This design comes from an exercise in tuning for small area, a short achievable clock period and few clock cycles on the open sky130 flow, not from production work.
Function was checked by simulation only, so behaviour that the tests miss may differ from the original.
Power is estimated from default activity; no workload was simulated.

==> job 8238: inputs <==
==> flow/design.v (excerpt) <==
module h1_parser (
    input  wire        clk,
    input  wire        rst,
    input  wire        cmd_valid,
    output wire        cmd_ready,
    input  wire [15:0] cmd_len,
    input  wire [31:0] cmd_seed,
    input  wire [2:0]  cmd_crc_len,
    input  wire        din_valid,
    output wire        din_ready,
    input  wire [31:0] din_data,
    output wire        rsp_valid,
    input  wire        rsp_ready,
    output wire [2:0]  rsp_status,
    output wire [2:0]  rsp_kind,
    output wire [31:0] rsp_w0,
    output wire [31:0] rsp_w1,
    output wire [31:0] rsp_w2,
    output wire [31:0] rsp_w3,
    output wire [15:0] rsp_h,
    output wire [7:0]  rsp_b0,
    output wire [7:0]  rsp_b1
);
make LEC_CHECK=0 CAP_MARGIN=20 CORE_MARGIN=2 CORE_UTILIZATION=40 PLACE_DENSITY=0.6 SETUP_SLACK_MARGIN=2.5 SLEW_MARGIN=20 finish   # period 5.5 ns
run.sh (not shown) runs the stock make flow with config.mk's settings and CLKGATE_MAP_FILE= SYNTH_SCRIPT=/design/flow/synth_recipe.tcl, a recipe that flattens the netlist after the stock synthesis.
==> inputs of job 3719, as changes to job 8238 <==
--- a/flow/design.v
+++ b/flow/design.v
@@ -70,18 +70,17 @@
     reg  [31:0] S;           
     reg         active;      
     reg         endst;       
     reg         zl;          
     reg  [13:0] jb;          
     reg  [13:0] lbi;         
     reg         lastb;       
     reg  [5:0]  bi;          
-    reg  [4:0]  lsm;         
-    reg         lbig;        
+    reg         f_lt2, f_lt18, f_lt22, f_ltm, f_lt4c, f_gt2, f_gt22, f_gt4c;
     reg  [2:0]  cl;          
     reg  [1:0]  pp;          
     reg  [1:0]  uu;          
     reg         tonly;       
     reg         applied;     
     reg         need_q;      
     reg  [31:0] r;           
     reg         rv;
@@ -152,24 +151,32 @@
     assign wb[0] = Q[7:0];   assign wb[1] = Q[15:8];  assign wb[2] = Q[23:16];
     assign wb[3] = H[7:0];   assign wb[4] = H[15:8];  assign wb[5] = H[23:16];
     assign wb[6] = H[31:24];
     wire [3:0]  o_cls   = classify({H[7:0], H[15:8]});
     wire [2:0]  o_kind  = o_cls[2:0];
     wire        o_bear  = bearing(o_kind);
     wire        o_multi = (H[15:0] == 16'h0300);
     wire [2:0]  o_n     = o_bear ? cl : 3'd0;
-    wire [5:0]  o_need  = {1'b0, min_len(o_kind)} + {3'd0, o_n};
-    wire [2:0]  o_early = (!lbig && (lsm < 5'd2))          ? ST_TRUNCATED :
-                          !o_cls[3]                         ? ST_UNKNOWN :
-                          (!lbig && ({1'b0, lsm} < o_need)) ? ST_TRUNCATED : ST_OK;
-    wire        o_trail = ((o_kind == K_SREP) && (lbig || (lsm > 5'd22))) ||
-                          ((o_kind == K_PING) && (lbig || (lsm > 5'd2))) ||
-                          (((o_kind == K_OOO) || (o_kind == K_ACK)) &&
-                           (lbig || ({1'b0, lsm} > {3'd0, o_n} + 6'd4)));
+    reg         o_short;     
+    always @(*) begin
+        case (o_kind)
+            K_SREQ:  o_short = f_lt18;
+            K_SREP:  o_short = f_lt22;
+            K_PING:  o_short = 1'b0;
+            K_MULTI: o_short = f_ltm;
+            default: o_short = f_lt4c;
+        endcase
+    end
+    wire [2:0]  o_early = f_lt2     ? ST_TRUNCATED :
+                          !o_cls[3] ? ST_UNKNOWN :
+                          o_short   ? ST_TRUNCATED : ST_OK;
+    wire        o_trail = ((o_kind == K_SREP) && f_gt22) ||
+                          ((o_kind == K_PING) && f_gt2) ||
+                          (((o_kind == K_OOO) || (o_kind == K_ACK)) && f_gt4c);
     wire        is_sreq0 = (o_kind == K_SREQ) && o_cls[3];
     wire        need_now = bi[0] ? (cl != 3'd0) : need_q;
     wire [31:0] t4;
     h1_crc8 u_t4 (.x(r), .y(t4));
     reg  [31:0] chunk;
     always @(*) begin
         case (pp)
             2'd0: chunk = {wb[6], wb[5], wb[4], wb[3]};
@@ -225,39 +232,47 @@
                          m_pfx ? M_L4 :
                          (wm == M_L4) ? M_L4B :
                          (wm == M_L4B) ? M_OPC : M_PFX;
     wire        k_pb   = m_pfx && !s0_ff;
     wire [15:0] tsel   = (m_pfx || (wm == M_L4)) ? 16'd2 : k_opc ? lsq[15:0] : 16'd0;
     wire        tci    = !k_opc;
     wire [18:0] v_addb  = addc(v, {2'b00, tsel}, tci);
     wire [18:0] dd_subb = addc({2'b00, dd}, {2'b11, ~tsel}, !tci);
-    wire [18:0] v_adda  = addc(v, {10'd0, s0}, 1'b1);
-    wire [18:0] dd_suba = addc({2'b00, dd}, {10'h3FF, ~s0}, 1'b0);
-    wire [17:0] v_add   = k_pb ? v_adda[17:0] : v_addb[17:0];
-    wire [15:0] dd_sub  = k_pb ? dd_suba[15:0] : dd_subb[15:0];
+    wire [18:0] v_lo    = addc({10'd0, v[7:0]}, {10'd0, s0}, 1'b1);
+    wire [18:0] v_hinc  = addc({8'd0, v[17:8]}, 18'd0, 1'b1);
+    wire [18:0] dd_lo   = addc({10'd0, dd[7:0]}, {10'd0, ~s0}, 1'b0);
+    wire [18:0] dd_hdec = addc({10'd0, dd[15:8]}, 18'h3FFFF, 1'b0);
+    wire [17:0] v_adda  = {v_lo[8] ? v_hinc[9:0] : v[17:8], v_lo[7:0]};
+    wire [15:0] dd_suba = {dd_lo[8] ? dd[15:8] : dd_hdec[7:0], dd_lo[7:0]};
+    wire [17:0] v_add   = k_pb ? v_adda : v_addb[17:0];
+    wire [15:0] dd_sub  = k_pb ? dd_suba : dd_subb[15:0];
     wire [15:0] ent_op = k_opc ? {s0, s1} : {s1, s2};
     wire [16:0] ent_ls = k_opc ? lsq : {9'd0, s0};
     wire [18:0] s0_cmp = addc({10'd0, s0}, {10'd0, ~dd[7:0]}, 1'b1);       
     wire [18:0] ls_cmp = addc({2'b00, lsq[15:0]}, {2'b00, ~dd}, 1'b0);     
     wire        e_over = k_opc ? (lsq[16] || ls_cmp[16]) : (d_hi0 && s0_cmp[8]);
-    wire [3:0]  e_cls   = classify(ent_op);
+    reg         pe_v;
+    reg  [15:0] pe_op;
+    reg  [16:0] pe_ls;
+    reg         pe_over;
+    reg  [4:0]  pe_zs;       
+    wire [3:0]  e_cls   = classify(pe_op);
     wire [2:0]  e_kind  = e_cls[2:0];
-    wire        e_short = e_over || (ent_ls[15:0] < 16'd2);
-    wire        e_lt    = (ent_ls[15:5] == 11'd0) && (ent_ls[4:0] < min_len(e_kind));
-    wire        e_trail = ((e_kind == K_SREP) && (ent_ls[15:0] > 16'd22)) ||
-                          ((e_kind == K_PING) && (ent_ls[15:0] > 16'd2)) ||
-                          (((e_kind == K_OOO) || (e_kind == K_ACK)) && (ent_ls[15:0] > 16'd4));
+    wire        e_short = pe_over || (pe_ls[15:0] < 16'd2);
+    wire        e_lt    = (pe_ls[15:5] == 11'd0) && (pe_ls[4:0] < min_len(e_kind));
+    wire        e_trail = ((e_kind == K_SREP) && (pe_ls[15:0] > 16'd22)) ||
+                          ((e_kind == K_PING) && (pe_ls[15:0] > 16'd2)) ||
+                          (((e_kind == K_OOO) || (e_kind == K_ACK)) && (pe_ls[15:0] > 16'd4));
     wire [2:0]  e_err   = e_short            ? ST_TRUNCATED :
                           !e_cls[3]          ? ST_UNKNOWN :
                           (e_kind == K_MULTI) ? ST_MALFORMED :
                           e_lt               ? ST_TRUNCATED :
                           e_trail            ? ST_TRAILING : ST_OK;
-    wire [2:0]  step_err = ent ? e_err : w_err;
-    wire        e_sreq  = ent && (e_err == ST_OK) && (e_kind == K_SREQ);
+    wire        e_sreq  = pe_v && (e_err == ST_OK) && (e_kind == K_SREQ);
     wire        w_stall = won && fb && at_j && (
                    (m_pfx          && (v[1:0] == 2'd0) && ((wb[0] == 8'd2) || (wb[0] == 8'hFF))) ||
                    ((wm == M_L4)   && (v[1:0] == 2'd0)) ||
                    ((wm == M_L4B)  && (v[1:0] != 2'd3)) ||
                    (k_opc          && (lsq[16:2] == 15'd0) && ({1'b0, lsq[1:0]} + {1'b0, v[1:0]} <= 3'd3)));
     wire [18:0] jb_inc = addc({4'd0, jb}, 18'd0, 1'b1);
     wire        z_end  = (v[17:2] == {2'b00, jb_inc[13:0]});
     wire [3:0]  zb;
@@ -326,31 +341,33 @@
     wire [15:0] lanes01 = {H[7:0], H[15:8]};
     wire [15:0] lanes23 = {H[23:16], H[31:24]};
     wire        k_srep  = (kind == K_SREP);
     wire        k_sreq  = (kind == K_SREQ);
     always @(posedge clk) begin
         if (rst) begin
             hv      <= 1'b0;
             sv      <= 1'b0;
+            pe_v    <= 1'b0;
             fin     <= 1'b0;
             active  <= 1'b0;
             endst   <= 1'b0;
             rv      <= 1'b0;
             wen     <= 1'b0;
             armed   <= 1'b0;
             applied <= 1'b0;
         end else begin
             if (adv) begin
                 hv <= sv || din_fire;
                 sv <= 1'b0;
             end else if (din_fire) begin
                 hv <= 1'b1;
                 sv <= hv;
             end
+            pe_v <= wstep && ent;
             fin <= completing;
             if (fin)                   rv <= 1'b1;
             else if (rv && rsp_ready)  rv <= 1'b0;
             if (cmd_take) begin
                 active  <= 1'b1;
                 endst   <= (cmd_len == 16'd0);
                 wen     <= 1'b0;
                 armed   <= 1'b0;
@@ -359,31 +376,37 @@
                 if (completing) active <= 1'b0;
                 if (adv && lastb) endst <= 1'b1;
                 if (adv) applied <= 1'b0;
                 else if (apply) applied <= 1'b1;
                 if (fbw && bi[0]) begin
                     wen   <= o_multi && (o_early == ST_OK);
                     armed <= is_sreq0;
                 end else begin
-                    if (e_sreq && wstep) armed <= 1'b1;
+                    if (e_sreq) armed <= 1'b1;
                     else if (fbw && armed && (z_end || z_err != ST_OK)) armed <= 1'b0;
                 end
             end
         end
     end
     always @(posedge clk) begin
         if (adv ? !sv : !hv) H <= din_data;
         else if (adv)        H <= S;
         if (!adv && hv && !sv) S <= din_data;
         if (cmd_take) begin
             Q     <= cmd_seed[31:8];
             r     <= r_init;
-            lsm   <= cmd_len[4:0];
-            lbig  <= (cmd_len[15:5] != 11'd0);
+            f_lt2  <= (cmd_len < 16'd2);
+            f_lt18 <= (cmd_len < 16'd18);
+            f_lt22 <= (cmd_len < 16'd22);
+            f_gt2  <= (cmd_len > 16'd2);
+            f_gt22 <= (cmd_len > 16'd22);
+            f_ltm  <= (cmd_len[15:3] == 13'd0) && ({1'b0, cmd_len[2:0]} < {1'b0, cmd_crc_len} + 4'd2);
+            f_lt4c <= (cmd_len[15:4] == 12'd0) && ({1'b0, cmd_len[3:0]} < {2'b00, cmd_crc_len} + 5'd4);
+            f_gt4c <= (cmd_len[15:4] != 12'd0) || ({1'b0, cmd_len[3:0]} > {2'b00, cmd_crc_len} + 5'd4);
             cl    <= cmd_crc_len;
             pp    <= c_p;
             uu    <= cmd_len[1:0] - 2'd1;
             tonly <= c_tonly;
             jb    <= 14'd0;
             lbi   <= c_lbi[13:0];
             lastb <= (cmd_len[15:2] == 14'd0) || (cmd_len == 16'd4);
             bi    <= 6'b000001;
@@ -416,20 +439,22 @@
             w0[31:16] <= ((o_kind == K_SREQ) || (o_kind == K_SREP)) ? lanes23 : 16'd0;
             w0[15:0]  <= ((o_kind == K_DATA) || (o_kind == K_FRAG)) ? dd_m2[15:0] : 16'd0;
             hh        <= (o_kind == K_SREQ) ? v_m22[15:0] : lanes23;
             wm        <= M_PFX;
         end
         if (fbw && bi[0])
             st_body <= o_trail ? ST_TRAILING : ST_OK;
         else if (st_body == ST_OK) begin
-            if (fbw && z_err != ST_OK)
+            if (pe_v && e_err != ST_OK)
+                st_body <= e_err;
+            else if (wstep && w_err != ST_OK)
+                st_body <= w_err;
+            else if (fbw && z_err != ST_OK)
                 st_body <= z_err;
-            else if (wstep && step_err != ST_OK)
-                st_body <= step_err;
         end
         if (fbw && lastb)
             crc_bad <= (bi[0] ? (o_bear && (cl != 3'd0)) : need_q) && crc_mis;
         if (fbw) begin
             if (bi[1]) begin
                 if (k_sreq || k_srep) w0[15:0] <= lanes01;
                 w1[31:16] <= lanes23;
             end
@@ -465,16 +490,22 @@
                 w0[15:0] <= cnt_inc[15:0];
             if (m_pfx && !l16_ff)
                 lsq <= {1'b0, s1, s2};
             if (wm == M_L4)
                 lsq <= {(s0 != 8'd0) || (s1 != 8'd0), s2, 8'd0};
             if (wm == M_L4B)
                 lsq[7:0] <= s0;
         end
-        if (wstep && e_sreq)
-            zs <= {3'd0, v[1:0]} + (k_opc ? 5'd15 : 5'd16) - (adv ? 5'd4 : 5'd0);
+        if (wstep) begin
+            pe_op   <= ent_op;
+            pe_ls   <= ent_ls;
+            pe_over <= e_over;
+            pe_zs   <= {3'd0, v[1:0]} + (k_opc ? 5'd15 : 5'd16) - (adv ? 5'd4 : 5'd0);
+        end
+        if (e_sreq)
+            zs <= pe_zs - (adv ? 5'd4 : 5'd0);
         else if (adv && bi[0])
             zs <= 5'd14;
         else if (adv)
             zs <= (zs >= 5'd4) ? zs - 5'd4 : 5'd0;
     end
 endmodule
==> comparison <==
- Against job 8238, the synthesized cell count of job 3719 is smaller by 3.2%.
- Sequential power: job 3719 is larger than job 8238 (7.1%).
- Of job 8238 and job 3719, job 3719 has the higher clock power (gap 12%, measured against job 3719).
- Of job 3719 and job 8238, job 8238 has the higher clock skew (gap 0.013 ns).
- Wire length: job 8238 is lower than job 3719 (0.85%).
- Of job 8238 and job 3719, job 3719 has the higher first-iteration DRC count (gap 5.1%, measured against job 3719).
- Final cell count: job 8238 is higher than job 3719 (0.47%).
- Against job 8238, the sequential cell count of job 3719 is higher by 45.
- In job 8238 the critical path depth is higher than in job 3719, by 3.
- Of job 8238 and job 3719, job 3719 has the higher register-to-register slack (gap 0.89 ns).
Testbench counts of job 8238, summed over its fixed seeds: cycles 59,858.
Testbench counts of job 3719, summed over its fixed seeds: cycles 59,858.

what the ideal ports hide:
In the flow no input, the clock included, has a driving cell. The finished layouts below were timed again as built, in two steps. Step 1, drivers: a clkbuf_16 drives clk and a buf_2 each remaining input, both assumed. Step 2 also shifts input and output timing later by t, the mid clock arrival at the registers, as if the neighbouring blocks saw the same clock. a / b / c = ideal ports / drivers / drivers and shift; a / b = the first two.
run | shift t [ns] | setup WS [ns] | cell pins on the clock port's net
job 8238 | 0.666 | 1.164 / 1.164 / 1.164 | 1
job 3719 | 0.709 | 2.057 / 2.057 / 1.693 | 1
After both steps every run listed still meets setup and hold. For job 3719, which loses most, drivers alone change the setup slack by 0.000 ns; drivers and shift together by -0.364 ns.
